This design comes from an exercise in tuning for small area, a short achievable clock period and few clock cycles on the open sky130 flow, not from production work.
Function was checked by simulation only, so behaviour that the tests miss may differ from the original.
Power and IR drop assume default switching activity.

==> inputs of juniper <==
Design pwe_encoder, start of the top module:
module pwe_encoder (
    input  wire         clk,
    input  wire         rst,
    input  wire         req_valid,
    output wire         req_ready,
    input  wire [15:0]  req_opcode,
    input  wire [15:0]  req_version,
    input  wire [31:0]  req_request_id,
    input  wire [31:0]  f_status,
    input  wire [31:0]  f_word,
    input  wire [31:0]  f_vnet_id,
    input  wire [15:0]  f_vlan_id,
    input  wire [15:0]  f_port,
    input  wire [7:0]   f_src_prefix_len,
    input  wire [7:0]   f_dst_prefix_len,
    input  wire [47:0]  f_mac,
    input  wire [47:0]  f_mac2,
    input  wire [127:0] f_ip,
    input  wire [127:0] f_ip2,
    output wire         tx_valid,
    input  wire         tx_ready,
    output wire [7:0]   tx_data,
    output wire         tx_last,
    output reg          ev_valid,
    output wire [7:0]   ev_code,
    output wire [15:0]  ev_opcode,
    output wire [31:0]  ev_request_id
);
==> flow/config.mk <==
export PLATFORM = sky130hd
export DESIGN_NAME = pwe_encoder
export DESIGN_NICKNAME = pwe_encoder
export VERILOG_FILES = /design/flow/design.v
export SDC_FILE = /design/flow/constraint.sdc
export NUM_CORES = 4
export LEC_CHECK = 0
export CAP_MARGIN = 20
export CORE_MARGIN = 2
export CORE_UTILIZATION = 30
export PLACE_DENSITY = 0.5
export SETUP_SLACK_MARGIN = 3.2
export SLEW_MARGIN = 20
==> flow/constraint.sdc <==
create_clock -name core_clock -period 6.0 [get_ports {clk}]
set_input_delay 1.2000 -clock core_clock [delete_from_list [all_inputs] [get_ports {clk}]]
set_output_delay 1.2000 -clock core_clock [all_outputs]
set_load 0.01 [all_outputs]
standard.sh (not shown) runs the stock make flow with config.mk's settings and CLKGATE_MAP_FILE= SYNTH_SCRIPT=/design/flow/synth_recipe.tcl, a recipe that flattens the netlist after the stock synthesis.
==> flow/flow/run.sh <==
#!/bin/bash
# Standard ORFS layout; the port buffers are the smallest buffer cell
# (buf_1) instead of the cell buffer_ports picks by default.
set -euo pipefail
bash standard.sh "BUFFER_PORTS_ARGS=-buffer_cell sky130_fd_sc_hd__buf_1" finish > orfs_make.log 2>&1
==> nickel: changes against juniper <==
--- a/flow/design.v
+++ b/flow/design.v
@@ -52,17 +52,16 @@
     wire [5:0] psz = ({6{cls_p}} & 6'd0) | ({6{cls_c3}} & 6'd12) | ({6{cls_c4}} & 6'd20) | ({6{cls_c5}} & 6'd24) | ({6{cls_c6}} & 6'd28) | ({6{cls_c9}} & 6'd20) | ({6{cls_cc}} & 6'd4) | ({6{cls_ce}} & 6'd40) | ({6{cls_cf}} & 6'd46);
     reg        fresh;         
     reg        known_r;       
     reg        ev_p;          
     reg [3:0]  fl;            
     reg [7:0]  fh;            
     reg        cfetch;        
     reg        cpend;         
-    reg        cfirst;        
     reg [15:0] hw_r;
     reg [31:0] crc;
     reg [3:0]  bcnt;          
     reg        hdr_done;      
     reg        bfull;         
     reg        blast;         
     reg        bsel;          
     reg [8:0]  q0, q1;        
@@ -146,18 +145,17 @@
         reg [31:0] r;
         begin
             r = c ^ {24'd0, b};
             for (i = 0; i < 8; i = i + 1)
                 r = r[0] ? ((r >> 1) ^ 32'hEDB88320) : (r >> 1);
             crc32_byte = r;
         end
     endfunction
-    wire [31:0] crc_base = cfirst ? 32'hFFFFFFFF : crc;
-    wire [31:0] crc_next = crc32_byte(crc32_byte(crc_base, hw_r[15:8]), hw_r[7:0]);
+    wire [31:0] crc_next = crc32_byte(crc32_byte(crc, hw_r[15:8]), hw_r[7:0]);
     wire [31:0] crc_fin  = ~crc;
     reg [7:0] hbyte;
     always @(*) begin
         case (bcnt)
             4'd0:  hbyte = req_version[15:8];
             4'd1:  hbyte = req_version[7:0];
             4'd3:  hbyte = {4'd0, req_opcode[3:0]};
             4'd7:  hbyte = {2'd0, psz};
@@ -193,42 +191,41 @@
     assign ev_opcode     = hw_r;
     assign ev_request_id = crc;
     always @(posedge clk) begin
         if (fresh)
             cls_r <= dcls;
         if (cfetch | bfet)
             hw_r <= hw;
         if (fresh)
-            crc <= req_request_id;
+            crc <= req_request_id | {32{dknown}};
         else if (cpend & known_r)
             crc <= crc_next;
         if (q1v) begin
             if (pop)
                 q0 <= q1;
         end else if (push & (pop | ~q0v)) begin
             q0 <= pbyte;
         end else if (push) begin
             q1 <= pbyte;
         end
     end
-    reg        fresh_n, known_n, ev_p_n, ev_n, cfetch_n, cpend_n, cfirst_n;
+    reg        fresh_n, known_n, ev_p_n, ev_n, cfetch_n, cpend_n;
     reg        hdr_done_n, bfull_n, blast_n, bsel_n, q0v_n, q1v_n;
     reg [3:0]  fl_n, bcnt_n;
     reg [7:0]  fh_n;
     always @(*) begin
         fresh_n    = fresh;
         known_n    = known_r;
         ev_p_n     = fresh & req_valid & ~dknown;
         ev_n       = ev_p;
         fl_n       = fl;
         fh_n       = fh;
         cfetch_n   = cfetch;
         cpend_n    = cpend;
-        cfirst_n   = cfirst;
         bcnt_n     = bcnt;
         hdr_done_n = hdr_done;
         bfull_n    = bfull;
         blast_n    = blast;
         bsel_n     = bsel;
         q0v_n      = q0v;
         q1v_n      = q1v;
         if (q1v) begin
@@ -243,30 +240,27 @@
         end
         if (finish) begin
             fresh_n    = 1'b1;
             known_n    = 1'b0;
             fl_n       = 4'b0001;
             fh_n       = 8'b00000001;
             cfetch_n   = 1'b1;
             cpend_n    = 1'b0;
-            cfirst_n   = 1'b1;
             bcnt_n     = 4'd0;
             hdr_done_n = 1'b0;
             bfull_n    = 1'b0;
             blast_n    = 1'b0;
             bsel_n     = 1'b0;
         end else begin
             if (fresh & req_valid) begin
                 fresh_n = 1'b0;
                 known_n = dknown;
             end
             cpend_n = cfetch & adv;
-            if (cpend & known_r)
-                cfirst_n = 1'b0;
             if (cfetch & adv) begin
                 if (~fresh & at_last) begin
                     cfetch_n = 1'b0;
                     fl_n     = 4'b0001;
                     fh_n     = 8'b00000100;
                 end else begin
                     fl_n = {fl[2:0], fl[3]};
                     if (fl[3])
@@ -293,17 +287,16 @@
             fresh_n    = 1'b1;
             known_n    = 1'b0;
             ev_p_n     = 1'b0;
             ev_n       = 1'b0;
             fl_n       = 4'b0001;
             fh_n       = 8'b00000001;
             cfetch_n   = 1'b1;
             cpend_n    = 1'b0;
-            cfirst_n   = 1'b1;
             bcnt_n     = 4'd0;
             hdr_done_n = 1'b0;
             bfull_n    = 1'b0;
             blast_n    = 1'b0;
             bsel_n     = 1'b0;
             q0v_n      = 1'b0;
             q1v_n      = 1'b0;
         end
@@ -396,17 +389,16 @@
         fresh    <= fresh_n;
         known_r  <= known_n;
         ev_p     <= ev_p_n;
         ev_valid <= ev_n;
         fl       <= fl_n;
         fh       <= fh_n;
         cfetch   <= cfetch_n;
         cpend    <= cpend_n;
-        cfirst   <= cfirst_n;
         bcnt     <= bcnt_n;
         hdr_done <= hdr_done_n;
         bfull    <= bfull_n;
         blast    <= blast_n;
         bsel     <= bsel_n;
         q0v      <= q0v_n;
         q1v      <= q1v_n;
         rdy      <= rdy_n;
SETUP_SLACK_MARGIN = 3.3   (was 3.2)
==> pepper: changes against juniper <==
--- a/flow/design.v
+++ b/flow/design.v
@@ -52,17 +52,16 @@
     wire [5:0] psz = ({6{cls_p}} & 6'd0) | ({6{cls_c3}} & 6'd12) | ({6{cls_c4}} & 6'd20) | ({6{cls_c5}} & 6'd24) | ({6{cls_c6}} & 6'd28) | ({6{cls_c9}} & 6'd20) | ({6{cls_cc}} & 6'd4) | ({6{cls_ce}} & 6'd40) | ({6{cls_cf}} & 6'd46);
     reg        fresh;         
     reg        known_r;       
     reg        ev_p;          
     reg [3:0]  fl;            
     reg [7:0]  fh;            
     reg        cfetch;        
     reg        cpend;         
-    reg        cfirst;        
     reg [15:0] hw_r;
     reg [31:0] crc;
     reg [3:0]  bcnt;          
     reg        hdr_done;      
     reg        bfull;         
     reg        blast;         
     reg        bsel;          
     reg [8:0]  q0, q1;        
@@ -146,18 +145,17 @@
         reg [31:0] r;
         begin
             r = c ^ {24'd0, b};
             for (i = 0; i < 8; i = i + 1)
                 r = r[0] ? ((r >> 1) ^ 32'hEDB88320) : (r >> 1);
             crc32_byte = r;
         end
     endfunction
-    wire [31:0] crc_base = cfirst ? 32'hFFFFFFFF : crc;
-    wire [31:0] crc_next = crc32_byte(crc32_byte(crc_base, hw_r[15:8]), hw_r[7:0]);
+    wire [31:0] crc_next = crc32_byte(crc32_byte(crc, hw_r[15:8]), hw_r[7:0]);
     wire [31:0] crc_fin  = ~crc;
     reg [7:0] hbyte;
     always @(*) begin
         case (bcnt)
             4'd0:  hbyte = req_version[15:8];
             4'd1:  hbyte = req_version[7:0];
             4'd3:  hbyte = {4'd0, req_opcode[3:0]};
             4'd7:  hbyte = {2'd0, psz};
@@ -193,42 +191,41 @@
     assign ev_opcode     = hw_r;
     assign ev_request_id = crc;
     always @(posedge clk) begin
         if (fresh)
             cls_r <= dcls;
         if (cfetch | bfet)
             hw_r <= hw;
         if (fresh)
-            crc <= req_request_id;
+            crc <= req_request_id | {32{dknown}};
         else if (cpend & known_r)
             crc <= crc_next;
         if (q1v) begin
             if (pop)
                 q0 <= q1;
         end else if (push & (pop | ~q0v)) begin
             q0 <= pbyte;
         end else if (push) begin
             q1 <= pbyte;
         end
     end
-    reg        fresh_n, known_n, ev_p_n, ev_n, cfetch_n, cpend_n, cfirst_n;
+    reg        fresh_n, known_n, ev_p_n, ev_n, cfetch_n, cpend_n;
     reg        hdr_done_n, bfull_n, blast_n, bsel_n, q0v_n, q1v_n;
     reg [3:0]  fl_n, bcnt_n;
     reg [7:0]  fh_n;
     always @(*) begin
         fresh_n    = fresh;
         known_n    = known_r;
         ev_p_n     = fresh & req_valid & ~dknown;
         ev_n       = ev_p;
         fl_n       = fl;
         fh_n       = fh;
         cfetch_n   = cfetch;
         cpend_n    = cpend;
-        cfirst_n   = cfirst;
         bcnt_n     = bcnt;
         hdr_done_n = hdr_done;
         bfull_n    = bfull;
         blast_n    = blast;
         bsel_n     = bsel;
         q0v_n      = q0v;
         q1v_n      = q1v;
         if (q1v) begin
@@ -243,30 +240,27 @@
         end
         if (finish) begin
             fresh_n    = 1'b1;
             known_n    = 1'b0;
             fl_n       = 4'b0001;
             fh_n       = 8'b00000001;
             cfetch_n   = 1'b1;
             cpend_n    = 1'b0;
-            cfirst_n   = 1'b1;
             bcnt_n     = 4'd0;
             hdr_done_n = 1'b0;
             bfull_n    = 1'b0;
             blast_n    = 1'b0;
             bsel_n     = 1'b0;
         end else begin
             if (fresh & req_valid) begin
                 fresh_n = 1'b0;
                 known_n = dknown;
             end
             cpend_n = cfetch & adv;
-            if (cpend & known_r)
-                cfirst_n = 1'b0;
             if (cfetch & adv) begin
                 if (~fresh & at_last) begin
                     cfetch_n = 1'b0;
                     fl_n     = 4'b0001;
                     fh_n     = 8'b00000100;
                 end else begin
                     fl_n = {fl[2:0], fl[3]};
                     if (fl[3])
@@ -293,27 +287,26 @@
             fresh_n    = 1'b1;
             known_n    = 1'b0;
             ev_p_n     = 1'b0;
             ev_n       = 1'b0;
             fl_n       = 4'b0001;
             fh_n       = 8'b00000001;
             cfetch_n   = 1'b1;
             cpend_n    = 1'b0;
-            cfirst_n   = 1'b1;
             bcnt_n     = 4'd0;
             hdr_done_n = 1'b0;
             bfull_n    = 1'b0;
             blast_n    = 1'b0;
             bsel_n     = 1'b0;
             q0v_n      = 1'b0;
             q1v_n      = 1'b0;
         end
     end
-    wire rdy_n = known_n & ~q1v_n &
+    wire rdy_n = known_r & ~finish & ~rst & ~q1v_n &
                  (~hdr_done_n & cls_p & (bcnt_n == 4'd15) & ~cfetch_n & ~cpend_n |
                   hdr_done_n & bfull_n & bsel_n & blast_n);
     wire hn_0 = fl_n[0] & fh_n[0];
     wire hn_1 = fl_n[1] & fh_n[0];
     wire hn_2 = fl_n[2] & fh_n[0];
     wire hn_3 = fl_n[3] & fh_n[0];
     wire hn_4 = fl_n[0] & fh_n[1];
     wire hn_5 = fl_n[1] & fh_n[1];
@@ -338,26 +331,25 @@
     wire hn_24 = fl_n[0] & fh_n[6];
     wire hn_25 = fl_n[1] & fh_n[6];
     wire hn_26 = fl_n[2] & fh_n[6];
     wire hn_27 = fl_n[3] & fh_n[6];
     wire hn_28 = fl_n[0] & fh_n[7];
     wire hn_29 = fl_n[1] & fh_n[7];
     wire hn_30 = fl_n[2] & fh_n[7];
     wire hn_31 = fl_n[3] & fh_n[7];
-    wire [8:0] cls_n = fresh ? dcls : cls_r;
-    wire cn_p = cls_n[8];
-    wire cn_c3 = cls_n[7];
-    wire cn_c4 = cls_n[6];
-    wire cn_c5 = cls_n[5];
-    wire cn_c6 = cls_n[4];
-    wire cn_c9 = cls_n[3];
-    wire cn_cc = cls_n[2];
-    wire cn_ce = cls_n[1];
-    wire cn_cf = cls_n[0];
+    wire cn_p = cls_r[8];
+    wire cn_c3 = cls_r[7];
+    wire cn_c4 = cls_r[6];
+    wire cn_c5 = cls_r[5];
+    wire cn_c6 = cls_r[4];
+    wire cn_c9 = cls_r[3];
+    wire cn_cc = cls_r[2];
+    wire cn_ce = cls_r[1];
+    wire cn_cf = cls_r[0];
     wire [35:0] sel_n;
     assign sel_n[0] = hn_0;
     assign sel_n[1] = hn_1;
     assign sel_n[2] = hn_3;
     assign sel_n[3] = hn_4;
     assign sel_n[4] = hn_5;
     assign sel_n[5] = (cn_c3 & hn_8) | (cn_c6 & hn_10) | (cn_cf & hn_16);
     assign sel_n[6] = (cn_c3 & hn_9) | (cn_c6 & hn_11) | (cn_cf & hn_17);
@@ -396,17 +388,16 @@
         fresh    <= fresh_n;
         known_r  <= known_n;
         ev_p     <= ev_p_n;
         ev_valid <= ev_n;
         fl       <= fl_n;
         fh       <= fh_n;
         cfetch   <= cfetch_n;
         cpend    <= cpend_n;
-        cfirst   <= cfirst_n;
         bcnt     <= bcnt_n;
         hdr_done <= hdr_done_n;
         bfull    <= bfull_n;
         blast    <= blast_n;
         bsel     <= bsel_n;
         q0v      <= q0v_n;
         q1v      <= q1v_n;
         rdy      <= rdy_n;
SETUP_SLACK_MARGIN = 3.0   (was 3.2)
==> summary of the runs <==
nickel ran to the end with no violations. pepper went through all stages and came out clean. juniper produced a clean layout. The highest synthesized cell count belongs to juniper, the lowest to pepper. Of nickel and pepper, nickel has the higher combinational power (gap 19%, measured against pepper). Sequential power: juniper < nickel < pepper. Cell count: juniper > nickel > pepper.
Testbench counts of juniper, summed over its fixed seeds: cycles 147,057.
Testbench counts of nickel, summed over its fixed seeds: cycles 147,057.
Testbench counts of pepper, summed over its fixed seeds: cycles 147,057.

port drivers added, routing unchanged:
How much do the figures lean on ideal ports? The routed layouts below were timed once more, with nothing changed but the port constraints.
Step 1, drivers: a clkbuf_16 drives clk and a buf_2 each remaining input, both assumed.
Step 2 times the ports against the registers' clock, not the clock port: input delays grow and output delays shrink by t, the midpoint of the rising clock arrivals with the driver on.
Slacks: no drivers / after step 1 / after step 2; pairs: no drivers / after step 1.
run | t (ns) | slack for setup (ns) | latest minus earliest clock arrival (ns) | slew at the worst register clock pin (ns)
juniper | 0.492 | 3.132 / 3.132 / 2.685 | 0.011 / 0.011 | 0.07 / 0.07
nickel | 0.509 | 3.170 / 3.195 / 2.686 | 0.025 / 0.026 | 0.08 / 0.08
pepper | 0.518 | 2.782 / 2.782 / 2.423 | 0.014 / 0.015 | 0.07 / 0.07
After both steps setup and hold are still met in every run listed. For nickel, which loses most, drivers alone change the setup slack by +0.025 ns; drivers and shift together by -0.484 ns.
